Background: an optimization exercise with open tools, aiming at small area, a short achievable clock period and few clock cycles per item. Do not read the settings as production practice. Function was checked by simulation only, so behaviour that the tests miss may differ from the original.

==> flow/design.v (outline; a module is shown in full before it is edited, if it fits) <==
// module btc_enc: 672 lines
// module btc_sq3: 335 lines
// module btc_asum: 467 lines
// module btc_csum: 259 lines
// module btc_csum_cs: 118 lines
// module btc_third: 257 lines
// module btc_cmp19: 78 lines
// module btc_cmp20: 82 lines
// module btc_cmp23: 94 lines
// module btc_p565: 781 lines
// module btc_q17: 262 lines
// module btc_aoff: 191 lines
module btc_enc (
  input  wire         clk,
  input  wire         rst,         
  input  wire         in_valid,
  output wire         in_ready,
  input  wire [1:0]   in_fmt,      
  input  wire [511:0] in_pixels,   
  output wire         out_valid,
  input  wire         out_ready,
  output wire [127:0] out_block    
);
  // ...
==> flow/run.sh <==
#!/bin/bash
# synth_recipe.tcl (not shown) runs the flow's synth.tcl, then flattens the netlist and writes it again
# the make line also repeats each setting of config.mk as NAME=value (left out here)
make -C /OpenROAD-flow-scripts/flow DESIGN_CONFIG=/design/flow/config.mk WORK_HOME=/design/flow/orfs CLKGATE_MAP_FILE= SYNTH_SCRIPT=/design/flow/synth_recipe.tcl finish
==> flow/config.mk <==
export PLATFORM = sky130hd
export DESIGN_NAME = btc_enc
export DESIGN_NICKNAME = btc_enc
export VERILOG_FILES = /design/flow/design.v
export SDC_FILE = /design/flow/constraint.sdc
export NUM_CORES = 4
export LEC_CHECK = 0
export ABC_CLOCK_PERIOD_IN_PS = 9000
export CAP_MARGIN = 20
export CORE_MARGIN = 2
export CORE_UTILIZATION = 30
export SLEW_MARGIN = 20
==> flow/constraint.sdc <==
create_clock -name core_clock -period 36.0 [get_ports {clk}]
set_input_delay 7.2000 -clock core_clock [delete_from_list [all_inputs] [get_ports {clk}]]
set_output_delay 7.2000 -clock core_clock [all_outputs]
set_load 0.01 [all_outputs]
==> impl_metrics.tcl, run 1 <==
set metrics [dict create \
    io_pins 648 \
    fin_crit_ps 10880 \
    status "finished clean" \
    place.port_buffers 647 \
    clockNetworkAreaShare_pct 4.49 \
    largestClassByArea "multi-input gates" \
    worstPathMaxFanout 127 \
    synth_edf_count 959 \
    multi_input_area_sq_mm 0.136 \
    maxCapViolCount 0 \
    yosysTopAreaCellShare_pct 18.3 \
    synthXorXnorAreaFrac_pct 5.91 \
    fin_tns_setup_ps 0 \
    top_layer "met5" \
    finalSetupViolCount 0 \
    cpMaxStageDelayCell "buf_4" \
    holdBufCountCts 0 \
    dp.final_hpwl_mm 664 \
    cts_root_buf "clkbuf_16" \
    cp_num_cells 5 \
    core_area_sq_mm 0.708 \
    start_util_pct 30.1 \
    dr.pass1.iters 10 \
    fp.dieH_um 847 \
    drt_iter0_drc 16600 \
]
Testbench counts, summed over its fixed seeds: cycles 56,624, items 288.
==> module btc_enc, before the edit <==
module btc_enc (
  input  wire         clk,
  input  wire         rst,         
  input  wire         in_valid,
  output wire         in_ready,
  input  wire [1:0]   in_fmt,      
  input  wire [511:0] in_pixels,   
  output wire         out_valid,
  input  wire         out_ready,
  output wire [127:0] out_block    
);
  function [4:0] ffs_above;
    input [15:0] m;
    input [3:0]  p;
    integer q;
    reg f;
    reg [3:0] x;
    begin
      f = 1'b0; x = 4'd0;
      for (q = 15; q >= 0; q = q - 1)
        if (m[q] && (q > p)) begin f = 1'b1; x = q[3:0]; end
      ffs_above = {f, x};
    end
  endfunction
  function [4:0] ffs;
    input [15:0] m;
    integer q;
    reg f;
    reg [3:0] x;
    begin
      f = 1'b0; x = 4'd0;
      for (q = 15; q >= 0; q = q - 1)
        if (m[q]) begin f = 1'b1; x = q[3:0]; end
      ffs = {f, x};
    end
  endfunction
  localparam S_IDLE = 2'd0, S_RUN = 2'd1, S_OUT = 2'd2, S_OUTW = 2'd3;
  reg  [1:0]   state;
  reg          in_ready_r, out_valid_r;
  reg  [511:0] px;
  reg  [1:0]   fmt;       
  reg  [1:0]   rfmt;      
  wire acc     = in_valid && in_ready_r;
  wire start_n = acc && (state == S_IDLE || out_ready);         
  wire start_p = (state == S_OUTW) && out_ready;                
  reg  go;    
  wire c_idle, a_idle;
  wire done    = (state == S_RUN) && !go && c_idle && a_idle;
  assign in_ready  = in_ready_r;
  assign out_valid = out_valid_r;
  always @(posedge clk) begin
    if (rst) go <= 1'b0;
    else     go <= start_n || start_p;
  end
  always @(posedge clk) begin
    if (rst) begin
      state       <= S_IDLE;
      in_ready_r  <= 1'b1;
      out_valid_r <= 1'b0;
    end else begin
      case (state)
        S_IDLE: if (acc) begin
          state <= S_RUN; in_ready_r <= 1'b0;
        end
        S_RUN: if (done) begin
          state <= S_OUT; in_ready_r <= 1'b1; out_valid_r <= 1'b1;
        end
        S_OUT: begin
          if (acc && out_ready) begin
            state <= S_RUN;  in_ready_r <= 1'b0; out_valid_r <= 1'b0;
          end else if (acc) begin
            state <= S_OUTW; in_ready_r <= 1'b0;
          end else if (out_ready) begin
            state <= S_IDLE; out_valid_r <= 1'b0;
          end
        end
        default: if (out_ready) begin    
          state <= S_RUN; out_valid_r <= 1'b0;
        end
      endcase
    end
  end
  always @(posedge clk) begin
    if (in_ready_r) begin
      px  <= in_pixels;
      fmt <= in_fmt;
    end
    if (go) rfmt <= fmt;
  end
  wire is_bc1 = (rfmt == 2'd0);
  wire [15:0] opq;    
  genvar gk, gm, gt;
  generate
    for (gk = 0; gk < 16; gk = gk + 1) begin : g_opq
      assign opq[gk]    = |px[32*gk+24 +: 8];
    end
  endgenerate
  wire [15:0] inO   = is_bc1 ? opq : 16'hFFFF;    
  wire        punch = is_bc1 && (opq != 16'hFFFF);
  reg        c_run;
  reg [3:0]  ci, cj;
  reg [7:0]  cn;         
  reg [15:0] cdup;
  reg        c_row0;     
  reg [15:0] cvis;       
  reg [15:0] cpk [0:15];
  reg        cq_v;
  reg [3:0]  cq_i, cq_j;
  reg [1:0]  cq_ph;
  reg [7:0]  cq_n;
  reg [22:0] cq_e;
  reg [23:0] cq_x;       
  wire       c_dupj;     
  wire       c_iss = cq_v || (c_run && !c_dupj);
  wire [3:0] s1c_i = cq_v ? cq_i : ci;
  wire [3:0] s1c_j = cq_v ? cq_j : cj;
  wire [15:0] ei, ej;
  btc_p565 u_pi (.p(px[32*s1c_i +: 24]), .c(ei));
  btc_p565 u_pj (.p(px[32*s1c_j +: 24]), .c(ej));
  wire [15:0] cmatch;
  genvar gp;
  generate
    for (gp = 0; gp < 16; gp = gp + 1) begin : g_cmatch
      assign cmatch[gp] = cvis[gp] && (cpk[gp] == ej);
    end
  endgenerate
  assign      c_dupj = c_row0 && (|cmatch);
  wire [15:0] cmask = inO & ~cdup;
  wire [4:0]  c_nj  = ffs_above(cmask, cj);
  wire [4:0]  c_ni  = ffs_above(cmask, ci);
  wire        c_adv = c_run && !cq_v;               
  reg         c_init;
  wire [4:0]  px_i0 = ffs(opq);
  wire        c_bc1 = (fmt == 2'd0);
  always @(posedge clk) begin
    if (rst) begin
      c_run  <= 1'b0;
      c_init <= 1'b0;
    end else if (go) begin
      c_run  <= !c_bc1;
      c_init <= c_bc1;
    end else if (c_init) begin
      c_run  <= px_i0[4];
      c_init <= 1'b0;
    end else if (c_adv && !c_nj[4] && !c_ni[4]) begin
      c_run  <= 1'b0;
    end
  end
  always @(posedge clk) begin
    if (go) begin
      ci    <= 4'd0;
      cj    <= 4'd0;
      cn    <= 8'd0;
      cdup  <= 16'd0;
      cvis  <= 16'd0;
      c_row0 <= 1'b1;
    end else if (c_init) begin
      ci    <= px_i0[3:0];
      cj    <= px_i0[3:0];
    end else if (c_adv) begin
      cn <= cn + 8'd1;
      if (c_row0) begin
        cvis[cj] <= 1'b1;
        cpk[cj]  <= ej;
      end
      if (c_dupj) cdup[cj] <= 1'b1;
      if (c_nj[4]) begin
        cj <= c_nj[3:0];
      end else if (c_ni[4]) begin
        c_row0 <= 1'b0;
        ci <= c_ni[3:0];
        cj <= c_ni[3:0];
      end
    end
  end
  reg         p0c_v;
  reg  [3:0]  p0c_i, p0c_j;
  reg  [1:0]  p0c_ph;
  reg  [7:0]  p0c_n;
  reg  [22:0] p0c_e;
  reg  [23:0] p0c_x;
  reg  [15:0] fi, fj;    
  reg  [95:0] p0c_g;     
  reg  [3:0]  p0c_go;    
  wire [1:0]  s0c_ph = cq_v ? cq_ph : 2'd0;
  wire [95:0] s0c_g;
  wire [3:0]  s0c_go;
  generate
    for (gm = 0; gm < 4; gm = gm + 1) begin : g_cg
      wire [1:0] col = s0c_ph + gm;
      assign s0c_g[24*gm +: 24] = px[128*gm + 32*col +: 24];
      assign s0c_go[gm]         = inO[4*gm + col];
    end
  endgenerate
  always @(posedge clk) begin
    if (rst) p0c_v <= 1'b0;
    else     p0c_v <= c_iss;
    p0c_i  <= s1c_i;
    p0c_j  <= s1c_j;
    p0c_ph <= s0c_ph;
    p0c_g  <= s0c_g;
    p0c_go <= s0c_go;
    p0c_n  <= cq_v ? cq_n  : cn;
    p0c_e  <= cq_v ? cq_e  : 23'd0;
    p0c_x  <= cq_v ? cq_x  : 24'd0;
    fi     <= ei;
    fj     <= ej;
  end
  wire [15:0] hi = (fi > fj) ? fi : fj;
  wire [15:0] lo = (fi > fj) ? fj : fi;
  wire [15:0] n_c0 = punch ? lo : hi;
  wire [15:0] n_c1 = punch ? hi : lo;
  wire        n_m3 = is_bc1 && (n_c0 <= n_c1);
  wire [7:0] e0r = {n_c0[15:11], n_c0[15:13]}, e0g = {n_c0[10:5], n_c0[10:9]}, e0b = {n_c0[4:0], n_c0[4:2]};
  wire [7:0] e1r = {n_c1[15:11], n_c1[15:13]}, e1g = {n_c1[10:5], n_c1[10:9]}, e1b = {n_c1[4:0], n_c1[4:2]};
  wire [7:0] eir = {fi[15:11], fi[15:13]}, eig = {fi[10:5], fi[10:9]}, eib = {fi[4:0], fi[4:2]};
  wire [7:0] ejr = {fj[15:11], fj[15:13]}, ejg = {fj[10:5], fj[10:9]}, ejb = {fj[4:0], fj[4:2]};
  wire [23:0] t_ij, t_ji;    
  btc_third u_t0 (.a(eir), .b(ejr), .y(t_ij[7:0]));
  btc_third u_t1 (.a(eig), .b(ejg), .y(t_ij[15:8]));
  btc_third u_t2 (.a(eib), .b(ejb), .y(t_ij[23:16]));
  btc_third u_t3 (.a(ejr), .b(eir), .y(t_ji[7:0]));
  btc_third u_t4 (.a(ejg), .b(eig), .y(t_ji[15:8]));
  btc_third u_t5 (.a(ejb), .b(eib), .y(t_ji[23:16]));
  wire        c0_is_i = punch ^ (fi > fj);    
  wire [8:0] hr = {1'b0, e0r} + {1'b0, e1r};
  wire [8:0] hg = {1'b0, e0g} + {1'b0, e1g};
  wire [8:0] hb = {1'b0, e0b} + {1'b0, e1b};
  reg         p1c_v, p1c_m3;
  reg  [3:0]  p1c_i, p1c_j;
  reg  [1:0]  p1c_ph;
  reg  [7:0]  p1c_n;
  reg  [22:0] p1c_e;
  reg  [23:0] p1c_x;
  reg  [15:0] p1c_c0, p1c_c1;
  reg  [23:0] p1c_p0, p1c_p1, p1c_p2, p1c_p3;    
  reg  [95:0] p1c_g;
  reg  [3:0]  p1c_go;
  always @(posedge clk) begin
    if (rst) p1c_v <= 1'b0;
    else     p1c_v <= p0c_v;
    p1c_i  <= p0c_i;
    p1c_j  <= p0c_j;
    p1c_ph <= p0c_ph;
    p1c_g  <= p0c_g;
    p1c_go <= p0c_go;
    p1c_n  <= p0c_n;
    p1c_e  <= p0c_e;
    p1c_x  <= p0c_x;
    p1c_m3 <= n_m3;
    p1c_c0 <= n_c0;
    p1c_c1 <= n_c1;
    p1c_p0 <= {e0b, e0g, e0r};
    p1c_p1 <= {e1b, e1g, e1r};
    if (n_m3) begin
      p1c_p2 <= {hb[8:1], hg[8:1], hr[8:1]};
      p1c_p3 <= 24'd0;
    end else begin
      p1c_p2 <= c0_is_i ? t_ij : t_ji;
      p1c_p3 <= c0_is_i ? t_ji : t_ij;
    end
  end
  wire [95:0]  cgrp = p1c_g;
  wire [3:0]   cgo  = p1c_go;
  wire [75:0]  cd [0:3];    
  generate
    for (gm = 0; gm < 4; gm = gm + 1) begin : g_cpx
      wire [7:0] xr = cgrp[24*gm +: 8];
      wire [7:0] xg = cgrp[24*gm+8 +: 8];
      wire [7:0] xb = cgrp[24*gm+16 +: 8];
      wire [18:0] d0, d1, d2, d3;
      wire [8:0] r0 = {1'b0, xr} - {1'b0, p1c_p0[7:0]}, g0 = {1'b0, xg} - {1'b0, p1c_p0[15:8]}, b0 = {1'b0, xb} - {1'b0, p1c_p0[23:16]};
      wire [8:0] r1 = {1'b0, xr} - {1'b0, p1c_p1[7:0]}, g1 = {1'b0, xg} - {1'b0, p1c_p1[15:8]}, b1 = {1'b0, xb} - {1'b0, p1c_p1[23:16]};
      wire [8:0] r2 = {1'b0, xr} - {1'b0, p1c_p2[7:0]}, g2 = {1'b0, xg} - {1'b0, p1c_p2[15:8]}, b2 = {1'b0, xb} - {1'b0, p1c_p2[23:16]};
      wire [8:0] r3 = {1'b0, xr} - {1'b0, p1c_p3[7:0]}, g3 = {1'b0, xg} - {1'b0, p1c_p3[15:8]}, b3 = {1'b0, xb} - {1'b0, p1c_p3[23:16]};
      btc_sq3 u0 (.dr(r0), .dg(g0), .db(b0), .d(d0));
      btc_sq3 u1 (.dr(r1), .dg(g1), .db(b1), .d(d1));
      btc_sq3 u2 (.dr(r2), .dg(g2), .db(b2), .d(d2));
      btc_sq3 u3 (.dr(r3), .dg(g3), .db(b3), .d(d3));
      assign cd[gm] = {d3, d2, d1, d0};
    end
  endgenerate
  reg         p2c_v;
  reg  [3:0]  p2c_i, p2c_j;
  reg  [1:0]  p2c_ph;
  reg  [7:0]  p2c_n;
  reg  [22:0] p2c_e;
  reg  [23:0] p2c_x;
  reg  [15:0] p2c_c0, p2c_c1;
  reg  [75:0] p2c_d [0:3];
  reg         p2c_m3;
  reg  [3:0]  p2c_go;
  integer k;
  always @(posedge clk) begin
    if (rst) p2c_v <= 1'b0;
    else     p2c_v <= p1c_v;
    p2c_i  <= p1c_i;
    p2c_j  <= p1c_j;
    p2c_ph <= p1c_ph;
    p2c_n  <= p1c_n;
    p2c_e  <= p1c_e;
    p2c_x  <= p1c_x;
    p2c_c0 <= p1c_c0;
    p2c_c1 <= p1c_c1;
    p2c_m3 <= p1c_m3;
    p2c_go <= cgo;
    for (k = 0; k < 4; k = k + 1) p2c_d[k] <= cd[k];
  end
  wire [18:0]  cdmin [0:3];
  wire [7:0]   p2c_s;
  generate
    for (gm = 0; gm < 4; gm = gm + 1) begin : g_csel
      wire [18:0] d0 = p2c_d[gm][18:0],  d1 = p2c_d[gm][37:19];
      wire [18:0] d2 = p2c_d[gm][56:38], d3 = p2c_d[gm][75:57];
      wire l10, l20, l30, l21, l31, l32, e10, e20, e30, e21, e31, e32;
      btc_cmp19 u_c10 (.a(d1), .b(d0), .lt(l10), .eq(e10));
      btc_cmp19 u_c20 (.a(d2), .b(d0), .lt(l20), .eq(e20));
      btc_cmp19 u_c30 (.a(d3), .b(d0), .lt(l30), .eq(e30));
      btc_cmp19 u_c21 (.a(d2), .b(d1), .lt(l21), .eq(e21));
      btc_cmp19 u_c31 (.a(d3), .b(d1), .lt(l31), .eq(e31));
      btc_cmp19 u_c32 (.a(d3), .b(d2), .lt(l32), .eq(e32));
      wire m3 = p2c_m3;
      wire w1 = l10 && !l21 && (m3 || !l31);
      wire w2 = l20 && l21 && (m3 || !l32);
      wire w3 = !m3 && l30 && l31 && l32;
      wire w0 = !w1 && !w2 && !w3;
      wire [18:0] dm = ({19{w0}} & d0) | ({19{w1}} & d1) | ({19{w2}} & d2) | ({19{w3}} & d3);
      assign cdmin[gm]          = p2c_go[gm] ? dm : 19'd0;
      assign p2c_s[2*gm +: 2]   = !p2c_go[gm] ? 2'd3 : {w2 || w3, w1 || w3};
    end
  endgenerate
  wire [22:0] c_es, c_ec;    
  btc_csum_cs u_csum (.p(p2c_e), .v0(cdmin[0]), .v1(cdmin[1]), .v2(cdmin[2]), .v3(cdmin[3]), .s(c_es), .c(c_ec));
  reg         p3c_v;
  reg  [3:0]  p3c_i, p3c_j;
  reg  [1:0]  p3c_ph;
  reg  [7:0]  p3c_n;
  reg  [22:0] p3c_es, p3c_ec;
  reg  [31:0] p3c_x;     
  reg  [15:0] p3c_c0, p3c_c1;
  always @(posedge clk) begin
    if (rst) p3c_v <= 1'b0;
    else     p3c_v <= p2c_v;
    p3c_i  <= p2c_i;
    p3c_j  <= p2c_j;
    p3c_ph <= p2c_ph;
    p3c_n  <= p2c_n;
    p3c_es <= c_es;
    p3c_ec <= c_ec;
    p3c_x  <= {p2c_s, p2c_x};
    p3c_c0 <= p2c_c0;
    p3c_c1 <= p2c_c1;
  end
  wire [22:0] p3c_e = p3c_es + p3c_ec;
  wire [31:0] c_xp;      
  generate
    for (gk = 0; gk < 16; gk = gk + 1) begin : g_cxp
      assign c_xp[2*gk +: 2] = p3c_x[8*(((gk % 4) - (gk / 4)) & 3) + 2*(gk / 4) +: 2];
    end
  endgenerate
  reg         cb_ok;
  reg  [22:0] cb_e;
  reg  [7:0]  cb_n;
  reg  [15:0] cb_c0, cb_c1;
  reg  [31:0] cb_x;
  wire        c_lt, c_eq;
  btc_cmp23 u_ckeep (.a(p3c_e), .b(cb_e), .lt(c_lt), .eq(c_eq));
  wire        c_keep = !cb_ok || c_lt || (c_eq && (p3c_n < cb_n));
  always @(posedge clk) begin
    if (rst) cq_v <= 1'b0;
    else     cq_v <= p3c_v && c_keep && (p3c_ph != 2'd3);
    cq_i  <= p3c_i;
    cq_j  <= p3c_j;
    cq_ph <= p3c_ph + 2'd1;
    cq_n  <= p3c_n;
    cq_e  <= p3c_e;
    cq_x  <= p3c_x[31:8];
    if (go) cb_ok <= 1'b0;
    if (p3c_v && c_keep && (p3c_ph == 2'd3)) begin
      cb_ok <= 1'b1;
      cb_e  <= p3c_e;
      cb_n  <= p3c_n;
      cb_c0 <= p3c_c0;
      cb_c1 <= p3c_c1;
      cb_x  <= c_xp;
    end
  end
  assign c_idle = !c_run && !c_init && !cq_v && !p0c_v && !p1c_v && !p2c_v && !p3c_v;
  reg        a_run;
  reg [3:0]  ai, aj;
  reg [7:0]  an;
  reg [15:0] adup;
  reg        aq_v;
  reg [3:0]  aq_i, aq_j;
  reg [1:0]  aq_ph;
  reg [7:0]  aq_n;
  reg [19:0] aq_e;
  reg [35:0] aq_x;
  reg        a_row0;     
  wire       a_dupj;     
  wire       a_iss = aq_v || (a_run && !a_dupj);
  wire [3:0] s1a_i = aq_v ? aq_i : ai;
  wire [3:0] s1a_j = aq_v ? aq_j : aj;
  wire [7:0]  va0 = px[32*s1a_i+24 +: 8];
  wire [7:0]  va1 = px[32*s1a_j+24 +: 8];
  wire [15:0] amatch;
  generate
    for (gp = 0; gp < 16; gp = gp + 1) begin : g_amatch
      assign amatch[gp] = (gp < aj) && (px[32*gp+24 +: 8] == va1);
    end
  endgenerate
  assign      a_dupj = a_row0 && (|amatch);
  wire [15:0] amask = ~adup;
  wire [4:0]  a_nj  = ffs_above(amask, aj);
  wire [4:0]  a_ni  = ffs_above(amask, ai);
  wire        a_adv = a_run && !aq_v;
  always @(posedge clk) begin
    if (rst)
      a_run <= 1'b0;
    else if (go)
      a_run <= (fmt == 2'd2);
    else if (a_adv && !a_nj[4] && !a_ni[4])
      a_run <= 1'b0;
  end
  always @(posedge clk) begin
    if (go) begin
      ai    <= 4'd0;
      aj    <= 4'd0;
      an    <= 8'd0;
      adup  <= 16'd0;
      a_row0 <= 1'b1;
    end else if (a_adv) begin
      if (!a_dupj) an <= an + 8'd1;
      if (a_dupj) adup[aj] <= 1'b1;
      if (a_nj[4]) begin
        aj <= a_nj[3:0];
      end else if (a_ni[4]) begin
        a_row0 <= 1'b0;
        ai <= a_ni[3:0];
        aj <= 4'd0;    
      end
    end
  end
  reg         p0a_v;
  reg  [3:0]  p0a_i, p0a_j;
  reg  [1:0]  p0a_ph;
  reg  [7:0]  p0a_n;
  reg  [19:0] p0a_e;
  reg  [35:0] p0a_x;
  reg  [7:0]  ga0, ga1;    
  reg         a8;          
  reg  [7:0]  amin, adst;  
  always @(posedge clk) begin
    if (rst) p0a_v <= 1'b0;
    else     p0a_v <= a_iss;
    p0a_i  <= s1a_i;
    p0a_j  <= s1a_j;
    p0a_ph <= aq_v ? aq_ph : 2'd0;
    p0a_n  <= aq_v ? aq_n  : an;
    p0a_e  <= aq_v ? aq_e  : 20'd0;
    p0a_x  <= aq_v ? aq_x  : 36'd0;
    ga0    <= va0;
    ga1    <= va1;
    a8     <= va0 > va1;
    amin   <= (va0 > va1) ? va1 : va0;
    adst   <= (va0 > va1) ? (va0 - va1) : (va1 - va0);
  end
  wire [47:0] ao7;
  wire [31:0] ao5;
  wire [6:0]  ae8;
  wire [4:0]  ae6;
  btc_aoff u_aoff (.d(adst), .o7(ao7), .o5(ao5), .e8(ae8), .e6(ae6));
  reg  [7:0] ae [0:7];      
  reg  [2:0] ax [0:7];      
  reg  [6:0] aeq;           
  reg  [2:0] arep [0:7];
  integer q, s;
  reg run;
  always @* begin
    if (a8) begin
      ae[0] = ga1;
      for (q = 1; q < 7; q = q + 1) ae[q] = amin + ao7[8*(q-1) +: 8];
      ae[7] = ga0;
      aeq = ae8;
      ax[0] = 3'd1; ax[1] = 3'd7; ax[2] = 3'd6; ax[3] = 3'd5;
      ax[4] = 3'd4; ax[5] = 3'd3; ax[6] = 3'd2; ax[7] = 3'd0;
    end else begin
      ae[0] = 8'd0;
      ae[1] = ga0;
      for (q = 2; q < 6; q = q + 1) ae[q] = amin + ao5[8*(q-2) +: 8];
      ae[6] = ga1;
      ae[7] = 8'd255;
      aeq = {ga1 == 8'd255, ae6, ga0 == 8'd0};
      ax[0] = 3'd6; ax[1] = 3'd0; ax[2] = 3'd2; ax[3] = 3'd3;
      ax[4] = 3'd4; ax[5] = 3'd5; ax[6] = 3'd1; ax[7] = 3'd7;
    end
    for (q = 0; q < 8; q = q + 1) begin
      arep[q] = ax[q];
      run = 1'b1;
      for (s = q - 1; s >= 0; s = s - 1) begin
        run = run && aeq[s];
        if (run && ax[s] < arep[q]) arep[q] = ax[s];
      end
      run = 1'b1;
      for (s = q + 1; s < 8; s = s + 1) begin
        run = run && aeq[s-1];
        if (run && ax[s] < arep[q]) arep[q] = ax[s];
      end
    end
  end
  reg         p1a_v;
  reg  [3:0]  p1a_i, p1a_j;
  reg  [1:0]  p1a_ph;
  reg  [7:0]  p1a_n;
  reg  [19:0] p1a_e;
  reg  [35:0] p1a_x;
  reg  [7:0]  p1a_a0, p1a_a1;
  reg  [7:0]  p1a_v8 [0:7];
  reg  [2:0]  p1a_rep [0:7];
  always @(posedge clk) begin
    if (rst) p1a_v <= 1'b0;
    else     p1a_v <= p0a_v;
    p1a_i  <= p0a_i;
    p1a_j  <= p0a_j;
    p1a_ph <= p0a_ph;
    p1a_n  <= p0a_n;
    p1a_e  <= p0a_e;
    p1a_x  <= p0a_x;
    p1a_a0 <= ga0;
    p1a_a1 <= ga1;
    for (q = 0; q < 8; q = q + 1) begin
      p1a_v8[q]  <= ae[q];
      p1a_rep[q] <= arep[q];
    end
  end
  wire [8:0] athr [0:6];    
  wire [6:0] atb;           
  generate
    for (gt = 0; gt < 7; gt = gt + 1) begin : g_thr
      assign athr[gt] = {1'b0, p1a_v8[gt]} + {1'b0, p1a_v8[gt+1]};
      assign atb[gt]  = p1a_rep[gt+1] < p1a_rep[gt];
    end
  endgenerate
  wire [127:0] agrp;
  generate
    for (gm = 0; gm < 4; gm = gm + 1) begin : g_ag
      wire [1:0] col = p1a_ph + gm;
      assign agrp[32*gm +: 32] = px[128*gm + 32*col +: 32];
    end
  endgenerate
  wire [8:0]   adif [0:3];
  wire [2:0]   asel [0:3];
  generate
    for (gm = 0; gm < 4; gm = gm + 1) begin : g_apx
      wire [7:0] v = agrp[32*gm+24 +: 8];
      wire [6:0] up;
      wire [7:0] oh;
      for (gt = 0; gt < 7; gt = gt + 1) begin : g_c
        assign up[gt] = {v, atb[gt]} > athr[gt];
      end
      assign oh[0] = !up[0];
      for (gt = 1; gt < 7; gt = gt + 1) begin : g_oh
        assign oh[gt] = up[gt-1] && !up[gt];
      end
      assign oh[7] = up[6];
      reg [7:0] ev;
      reg [2:0] er;
      integer t;
      always @* begin
        ev = 8'd0; er = 3'd0;
        for (t = 0; t < 8; t = t + 1) begin
          ev = ev | ({8{oh[t]}} & p1a_v8[t]);
          er = er | ({3{oh[t]}} & p1a_rep[t]);
        end
      end
      assign adif[gm] = {1'b0, v} - {1'b0, ev};
      assign asel[gm] = er;
    end
  endgenerate
  reg         p2a_v;
  reg  [3:0]  p2a_i, p2a_j;
  reg  [1:0]  p2a_ph;
  reg  [7:0]  p2a_n;
  reg  [19:0] p2a_e;
  reg  [35:0] p2a_x;
  reg  [7:0]  p2a_a0, p2a_a1;
  reg  [8:0]  p2a_d [0:3];
  reg  [11:0] p2a_s;
  always @(posedge clk) begin
    if (rst) p2a_v <= 1'b0;
    else     p2a_v <= p1a_v;
    p2a_i  <= p1a_i;
    p2a_j  <= p1a_j;
    p2a_ph <= p1a_ph;
    p2a_n  <= p1a_n;
    p2a_e  <= p1a_e;
    p2a_x  <= p1a_x;
    p2a_a0 <= p1a_a0;
    p2a_a1 <= p1a_a1;
    for (k = 0; k < 4; k = k + 1) begin
      p2a_d[k]        <= adif[k];
      p2a_s[3*k +: 3] <= asel[k];
    end
  end
  wire [19:0] a_e;
  btc_asum u_asum (.p(p2a_e), .v0(p2a_d[0]), .v1(p2a_d[1]), .v2(p2a_d[2]), .v3(p2a_d[3]), .e(a_e));
  reg         p3a_v;
  reg  [3:0]  p3a_i, p3a_j;
  reg  [1:0]  p3a_ph;
  reg  [7:0]  p3a_n;
  reg  [19:0] p3a_e;
  reg  [47:0] p3a_x;
  reg  [7:0]  p3a_a0, p3a_a1;
  always @(posedge clk) begin
    if (rst) p3a_v <= 1'b0;
    else     p3a_v <= p2a_v;
    p3a_i  <= p2a_i;
    p3a_j  <= p2a_j;
    p3a_ph <= p2a_ph;
    p3a_n  <= p2a_n;
    p3a_e  <= a_e;
    p3a_x  <= {p2a_s, p2a_x};
    p3a_a0 <= p2a_a0;
    p3a_a1 <= p2a_a1;
  end
  wire [47:0] a_xp;
  generate
    for (gk = 0; gk < 16; gk = gk + 1) begin : g_axp
      assign a_xp[3*gk +: 3] = p3a_x[12*(((gk % 4) - (gk / 4)) & 3) + 3*(gk / 4) +: 3];
    end
  endgenerate
  reg         ab_ok;
  reg  [19:0] ab_e;
  reg  [7:0]  ab_n;
  reg  [63:0] ab_blk;    
  wire        a_lt, a_eq;
  btc_cmp20 u_akeep (.a(p3a_e), .b(ab_e), .lt(a_lt), .eq(a_eq));
  wire        a_keep = !ab_ok || a_lt || (a_eq && (p3a_n < ab_n));
  reg  [1:0]  a4r;
  wire [15:0] a4w;
  wire [127:0] a4row = px[128*a4r +: 128];
  generate
    for (gk = 0; gk < 4; gk = gk + 1) begin : g_a4
      btc_q17 u_q (.a(a4row[32*gk+24 +: 8]), .q(a4w[4*gk +: 4]));
    end
  endgenerate
  always @(posedge clk) begin
    if (go) a4r <= 2'd0;
    else                    a4r <= a4r + 2'd1;
  end
  always @(posedge clk) begin
    if (rst) aq_v <= 1'b0;
    else     aq_v <= p3a_v && a_keep && (p3a_ph != 2'd3);
    aq_i  <= p3a_i;
    aq_j  <= p3a_j;
    aq_ph <= p3a_ph + 2'd1;
    aq_n  <= p3a_n;
    aq_e  <= p3a_e;
    aq_x  <= p3a_x[47:12];
    if (go) ab_ok <= 1'b0;
    if (state == S_RUN && rfmt == 2'd1) ab_blk[16*a4r +: 16] <= a4w;
    if (p3a_v && a_keep && (p3a_ph == 2'd3)) begin
      ab_ok  <= 1'b1;
      ab_e   <= p3a_e;
      ab_n   <= p3a_n;
      ab_blk <= {a_xp, p3a_a1, p3a_a0};
    end
  end
  assign a_idle = !a_run && !aq_v && !p0a_v && !p1a_v && !p2a_v && !p3a_v;
  wire [63:0] col_blk = cb_ok ? {cb_x, cb_c1, cb_c0} : {32'hFFFF_FFFF, 32'h0000_0000};
  assign out_block = is_bc1 ? {64'd0, col_blk} : {col_blk, ab_blk};
endmodule
==> inputs of run 2 (changes only) <==
--- a/flow/design.v
+++ b/flow/design.v
@@ -91,3 +91,4 @@
   wire [15:0] opq;    
-  genvar gk, gm, gt;
+  genvar gk, gm, gt, gc;
+  integer k;
   generate
@@ -112,4 +113,3 @@
   reg [23:0] cq_x;       
-  wire       c_dupj;     
-  wire       c_iss = cq_v || (c_run && !c_dupj);
+  wire       c_iss = cq_v || c_run;
   wire [3:0] s1c_i = cq_v ? cq_i : ci;
@@ -119,10 +119,2 @@
   btc_p565 u_pj (.p(px[32*s1c_j +: 24]), .c(ej));
-  wire [15:0] cmatch;
-  genvar gp;
-  generate
-    for (gp = 0; gp < 16; gp = gp + 1) begin : g_cmatch
-      assign cmatch[gp] = cvis[gp] && (cpk[gp] == ej);
-    end
-  endgenerate
-  assign      c_dupj = c_row0 && (|cmatch);
   wire [15:0] cmask = inO & ~cdup;
@@ -153,4 +145,2 @@
       cn    <= 8'd0;
-      cdup  <= 16'd0;
-      cvis  <= 16'd0;
       c_row0 <= 1'b1;
@@ -161,7 +151,2 @@
       cn <= cn + 8'd1;
-      if (c_row0) begin
-        cvis[cj] <= 1'b1;
-        cpk[cj]  <= ej;
-      end
-      if (c_dupj) cdup[cj] <= 1'b1;
       if (c_nj[4]) begin
@@ -182,2 +167,3 @@
   reg  [15:0] fi, fj;    
+  reg         p0c_r0;    
   reg  [95:0] p0c_g;     
@@ -207,2 +193,23 @@
     fj     <= ej;
+    p0c_r0 <= !cq_v && c_row0;
+  end
+  wire [15:0] cmatch;
+  genvar gp;
+  generate
+    for (gp = 0; gp < 16; gp = gp + 1) begin : g_cmatch
+      assign cmatch[gp] = cvis[gp] && (cpk[gp] == fj);
+    end
+  endgenerate
+  wire        c_dupj = p0c_v && p0c_r0 && (|cmatch);
+  always @(posedge clk) begin
+    if (go) begin
+      cdup <= 16'd0;
+      cvis <= 16'd0;
+    end else begin
+      if (p0c_v && p0c_r0) begin
+        cvis[p0c_j] <= 1'b1;
+        cpk[p0c_j]  <= fj;
+      end
+      if (c_dupj) cdup[p0c_j] <= 1'b1;
+    end
   end
@@ -235,8 +242,23 @@
   reg  [15:0] p1c_c0, p1c_c1;
-  reg  [23:0] p1c_p0, p1c_p1, p1c_p2, p1c_p3;    
-  reg  [95:0] p1c_g;
-  reg  [3:0]  p1c_go;
+  wire [23:0] n_p0 = {e0b, e0g, e0r};               
+  wire [23:0] n_p1 = {e1b, e1g, e1r};
+  wire [23:0] n_p2 = n_m3 ? {hb[8:1], hg[8:1], hr[8:1]} : (c0_is_i ? t_ij : t_ji);
+  wire [23:0] n_p3 = n_m3 ? 24'd0 : (c0_is_i ? t_ji : t_ij);
+  wire [107:0] n_df [0:3];    
+  generate
+    for (gm = 0; gm < 4; gm = gm + 1) begin : g_cdf
+      for (gc = 0; gc < 3; gc = gc + 1) begin : g_ch
+        wire [8:0] x = {1'b0, p0c_g[24*gm + 8*gc +: 8]};
+        assign n_df[gm][9*gc +: 9]      = x - {1'b0, n_p0[8*gc +: 8]};
+        assign n_df[gm][27 + 9*gc +: 9] = x - {1'b0, n_p1[8*gc +: 8]};
+        assign n_df[gm][54 + 9*gc +: 9] = x - {1'b0, n_p2[8*gc +: 8]};
+        assign n_df[gm][81 + 9*gc +: 9] = x - {1'b0, n_p3[8*gc +: 8]};
+      end
+    end
+  endgenerate
+  reg  [107:0] p1c_df [0:3];
+  reg  [3:0]   p1c_go;
   always @(posedge clk) begin
     if (rst) p1c_v <= 1'b0;
-    else     p1c_v <= p0c_v;
+    else     p1c_v <= p0c_v && !c_dupj;
     p1c_i  <= p0c_i;
@@ -244,3 +266,2 @@
     p1c_ph <= p0c_ph;
-    p1c_g  <= p0c_g;
     p1c_go <= p0c_go;
@@ -252,13 +273,4 @@
     p1c_c1 <= n_c1;
-    p1c_p0 <= {e0b, e0g, e0r};
-    p1c_p1 <= {e1b, e1g, e1r};
-    if (n_m3) begin
-      p1c_p2 <= {hb[8:1], hg[8:1], hr[8:1]};
-      p1c_p3 <= 24'd0;
-    end else begin
-      p1c_p2 <= c0_is_i ? t_ij : t_ji;
-      p1c_p3 <= c0_is_i ? t_ji : t_ij;
-    end
+    for (k = 0; k < 4; k = k + 1) p1c_df[k] <= n_df[k];
   end
-  wire [95:0]  cgrp = p1c_g;
   wire [3:0]   cgo  = p1c_go;
@@ -267,14 +279,8 @@
     for (gm = 0; gm < 4; gm = gm + 1) begin : g_cpx
-      wire [7:0] xr = cgrp[24*gm +: 8];
-      wire [7:0] xg = cgrp[24*gm+8 +: 8];
-      wire [7:0] xb = cgrp[24*gm+16 +: 8];
       wire [18:0] d0, d1, d2, d3;
-      wire [8:0] r0 = {1'b0, xr} - {1'b0, p1c_p0[7:0]}, g0 = {1'b0, xg} - {1'b0, p1c_p0[15:8]}, b0 = {1'b0, xb} - {1'b0, p1c_p0[23:16]};
-      wire [8:0] r1 = {1'b0, xr} - {1'b0, p1c_p1[7:0]}, g1 = {1'b0, xg} - {1'b0, p1c_p1[15:8]}, b1 = {1'b0, xb} - {1'b0, p1c_p1[23:16]};
-      wire [8:0] r2 = {1'b0, xr} - {1'b0, p1c_p2[7:0]}, g2 = {1'b0, xg} - {1'b0, p1c_p2[15:8]}, b2 = {1'b0, xb} - {1'b0, p1c_p2[23:16]};
-      wire [8:0] r3 = {1'b0, xr} - {1'b0, p1c_p3[7:0]}, g3 = {1'b0, xg} - {1'b0, p1c_p3[15:8]}, b3 = {1'b0, xb} - {1'b0, p1c_p3[23:16]};
-      btc_sq3 u0 (.dr(r0), .dg(g0), .db(b0), .d(d0));
-      btc_sq3 u1 (.dr(r1), .dg(g1), .db(b1), .d(d1));
-      btc_sq3 u2 (.dr(r2), .dg(g2), .db(b2), .d(d2));
-      btc_sq3 u3 (.dr(r3), .dg(g3), .db(b3), .d(d3));
+      wire [107:0] df = p1c_df[gm];
+      btc_sq3 u0 (.dr(df[8:0]),   .dg(df[17:9]),  .db(df[26:18]),  .d(d0));
+      btc_sq3 u1 (.dr(df[35:27]), .dg(df[44:36]), .db(df[53:45]),  .d(d1));
+      btc_sq3 u2 (.dr(df[62:54]), .dg(df[71:63]), .db(df[80:72]),  .d(d2));
+      btc_sq3 u3 (.dr(df[89:81]), .dg(df[98:90]), .db(df[107:99]), .d(d3));
       assign cd[gm] = {d3, d2, d1, d0};
@@ -292,3 +298,2 @@
   reg  [3:0]  p2c_go;
-  integer k;
   always @(posedge clk) begin
==> run 2 against run 1 <==
Still clean. Critical path depth unchanged. Non-clock buffer count decreased by 60. Design area increased by 3.9%. Setup slack improved by 130 ps. Sequential share of layout area increased by 1.3 points. Area after synthesis increased by 4.3%. Flip-flop and latch count increased by 289. First-iteration DRC count increased by 20%.
==> impl_metrics.tcl, run 2 <==
set metrics [dict create \
    status "finished clean" \
    rsz0062_at_grt "false" \
    relSlewSlack_pct 9.46 \
    final_hold_viol_count 0 \
    slew_viol_final 0 \
    vias_per_cell 5.20 \
    ant_nets 0 \
    die_w_um 865 \
    cts_root_buf "clkbuf_16" \
    crit_family "buffers and inverters" \
    synth_cells 22700 \
    fin_worst_skew_ps 150 \
    worstPathArrival_ps 3540 \
    final_cell_mix "inv_1, nand2_1, dfxtp_1" \
    die_area_sq_mm 0.747 \
    final_common_cell "inv_1" \
    area_growth_pct 13.9 \
    rows 316 \
    finalSetupViolCount 0 \
    cpMaxStageDelayCell "buf_4" \
    finalCritPeriodShare_pct 29.8 \
    yosysSeqAreaShare_pct 31.2 \
    top_regs "px: 512 flops, p1c_df: 432 flops, p2c_d: 304 flops" \
    synth.avg_cell_area_sq_um 9.77 \
    gp_congestion 0.990 \
    grt_first_pass_wirelength_mm 1230 \
    crit_chain "or2_4 -> buf_4 -> nand2_1 -> o21ai_0 -> clkdlybuf4s50_1" \
    cts_max_level 5 \
    fillers 74800 \
    antenna_found_initial 144 \
    stdcell_count 33400 \
    holdCritPathClass "reg2reg" \
    worstPathMaxFanout 117 \
    path_class "reg2out" \
    fin_crit_ps 10740 \
    top_register "px" \
    synth_nets 27100 \
    cts_tree "yes" \
    ys_async_sr_fraction_pct 0 \
    synthTopCellsByCount "inv_1, nand2_1, dfxtp_1" \
    clk_pin_slew_ps 60 \
    grt_pass1_vias 170000 \
    synthFlopType "dfxtp_1" \
    grt_overflow 0 \
    yosysUniqueCellTypes 98 \
    dp.final_hpwl_mm 681 \
    setup_slack_ps 25260 \
    layout.nets 27500 \
    worst_slew_pin_slew_ps 1360 \
    pre_cts_ws_ps 26330 \
    cts_max_path_buffers 4 \
    path_buf_inv 2 \
    largest_register_ffs 512 \
    synth_top_area_cell "dfxtp_1" \
    grt_start_max_net_pins 119 \
    io_pins 648 \
    insertion_delay_ps 1080 \
    fin_tns_setup_ps 0 \
    cts-buffers-inserted 344 \
    start_util_pct 30.0 \
    layout-drive-gt1-share_pct 6.25 \
    numClockSinks 2987 \
    place.port_buffers 647 \
    netlist_area_sq_mm 0.222 \
    routed_wl_mm 873 \
    required_ps 28800 \
    cts_resized 0 \
    vias 174000 \
    grtUsageTotal_pct 22.5 \
    fp.dieH_um 865 \
    core_area_sq_mm 0.739 \
    wl_per_cell_um 26.1 \
    place_inst 32600 \
    synth-seq-cells 2987 \
    drt_iter0_drc 20000 \
    synth.area.top_cells "dfxtp_1, fa_1, edfxtp_1, ha_1, inv_1" \
    yosys_warnings 19 \
    maxCapViolCount 0 \
    post-route-drc-count 0 \
    cp-end-kind "output pin" \
    synth_edf_count 959 \
    yosysMostFrequentCell "inv_1" \
    post-cts-setup-buffers 0 \
    holdBufCountCts 0 \
    yosysTopAreaCellShare_pct 18.3 \
    max_freq_mhz 93.1 \
    dr.pass1.iters 14 \
    start_kind "register" \
    slowest_delay_ps 790 \
]
==> run 2: cell count changes after synthesis, moves of 66 or more <==
cell / change
nand3_1: +322
nor2b_1: +74
o21a_1: +67
mux4_2: -142
a311oi_1: +94
mux2i_1: -91
dfxtp_1: +289
clkbuf_1: +283
inv_1: +134
a21o_1: -92
o221ai_1: -66
nor2_1: -532
nand2_1: +577
and2_1: +703
==> run 2: layout make-up <==
class,instances,area (sq um),area share (%)
multi-input cells,15800,138000,54.7
flip-flops and latches,2987,69500,27.5
well taps,9858,12300,4.88
inverters,2988,11200,4.45
clock buffers,445,9540,3.77
repair buffers,1011,9310,3.68
clock inverters,201,2420,0.957
diodes,112,280,0.111
==> run 2: kinds of logic after synthesis <==
kind of cell / count (synthesis) / synth area share (%)
buffers and inverters: 3958 / 6.76
xor gates and xnor gates: 1388 / 5.47
other: 1 / 0.00169
and+or+nand+nor: 6268 / 13.9
AOI/OAI and AO/OA: 3897 / 11.7
muxes: 420 / 2.85
adders and majority gates: 3823 / 28.1
DFF: 2987 / 31.2
==> run 2: path summary, 6_finish.rpt <==
kind                            slack, ps               endpoint  cells past startpoint               from
worst max-delay path                25260          out_block[54]                      5  rfmt[0]$_DFFE_PP_
worst min-delay path                  270       p2a_e[9]$_DFF_P_                      0   p1a_e[9]$_DFF_P_
worst max register to register      27210  p1c_df[3][71]$_DFF_P_                     25     fj[15]$_DFF_P_
worst min register to register        270       p2a_e[9]$_DFF_P_                      0   p1a_e[9]$_DFF_P_
==> run 2: through the flow <==
step                utilization, %  instance area, sq um  hold slack [ps]
floorplan                        -                222000              310
global placement              32.5                241000              310
detailed placement            32.6                241000              312
CTS                           34.2                253000              271
global route                  34.2                253000              277
finish                        34.2                253000              272
==> run 2: layer usage <==
layer  up-vias  global-route usage (%)  routed length [um]
met3      2051                    5.32               82900
li1      76800                       -                   -
met5         -                  0.0191                 238
met2      8659                    33.9              373000
met1     86300                    28.8              349000
met4        40                    14.8               68100
Testbench counts of run 2, summed over its fixed seeds: cycles 56,816, items 288.

[port drivers added, routing unchanged]
No port has a modelled driver above. Below, the same layouts with a new extraction and two added sets of constraints. Step 1 (the two cells are an assumption about what drives the block):
set clk [get_ports {clk}]
set_driving_cell -lib_cell sky130_fd_sc_hd__clkbuf_16 $clk
set_driving_cell -lib_cell sky130_fd_sc_hd__buf_2 [delete_from_list [all_inputs] $clk]
Step 2 moves the port delays by t, midway between the first and last clock arrival at a register: inputs arrive t later, outputs are due t later. That takes back most of the time a late clock gives input paths. Three values: no drivers, after step 1, after step 2; two values: the first two.
run	t (ns)	setup slack, ns	worst hold slack (ns)	worst register clock-pin slew, ns	worst slew at a driven data input, ns
run 1	1.121	25.123 / 24.991 / 26.112	0.185 / 0.185 / 0.185	0.07 / 0.07	0.17
run 2	1.129	25.256 / 25.129 / 26.257	0.272 / 0.272 / 0.272	0.08 / 0.08	0.20
After both steps setup and hold are still met in every run listed.
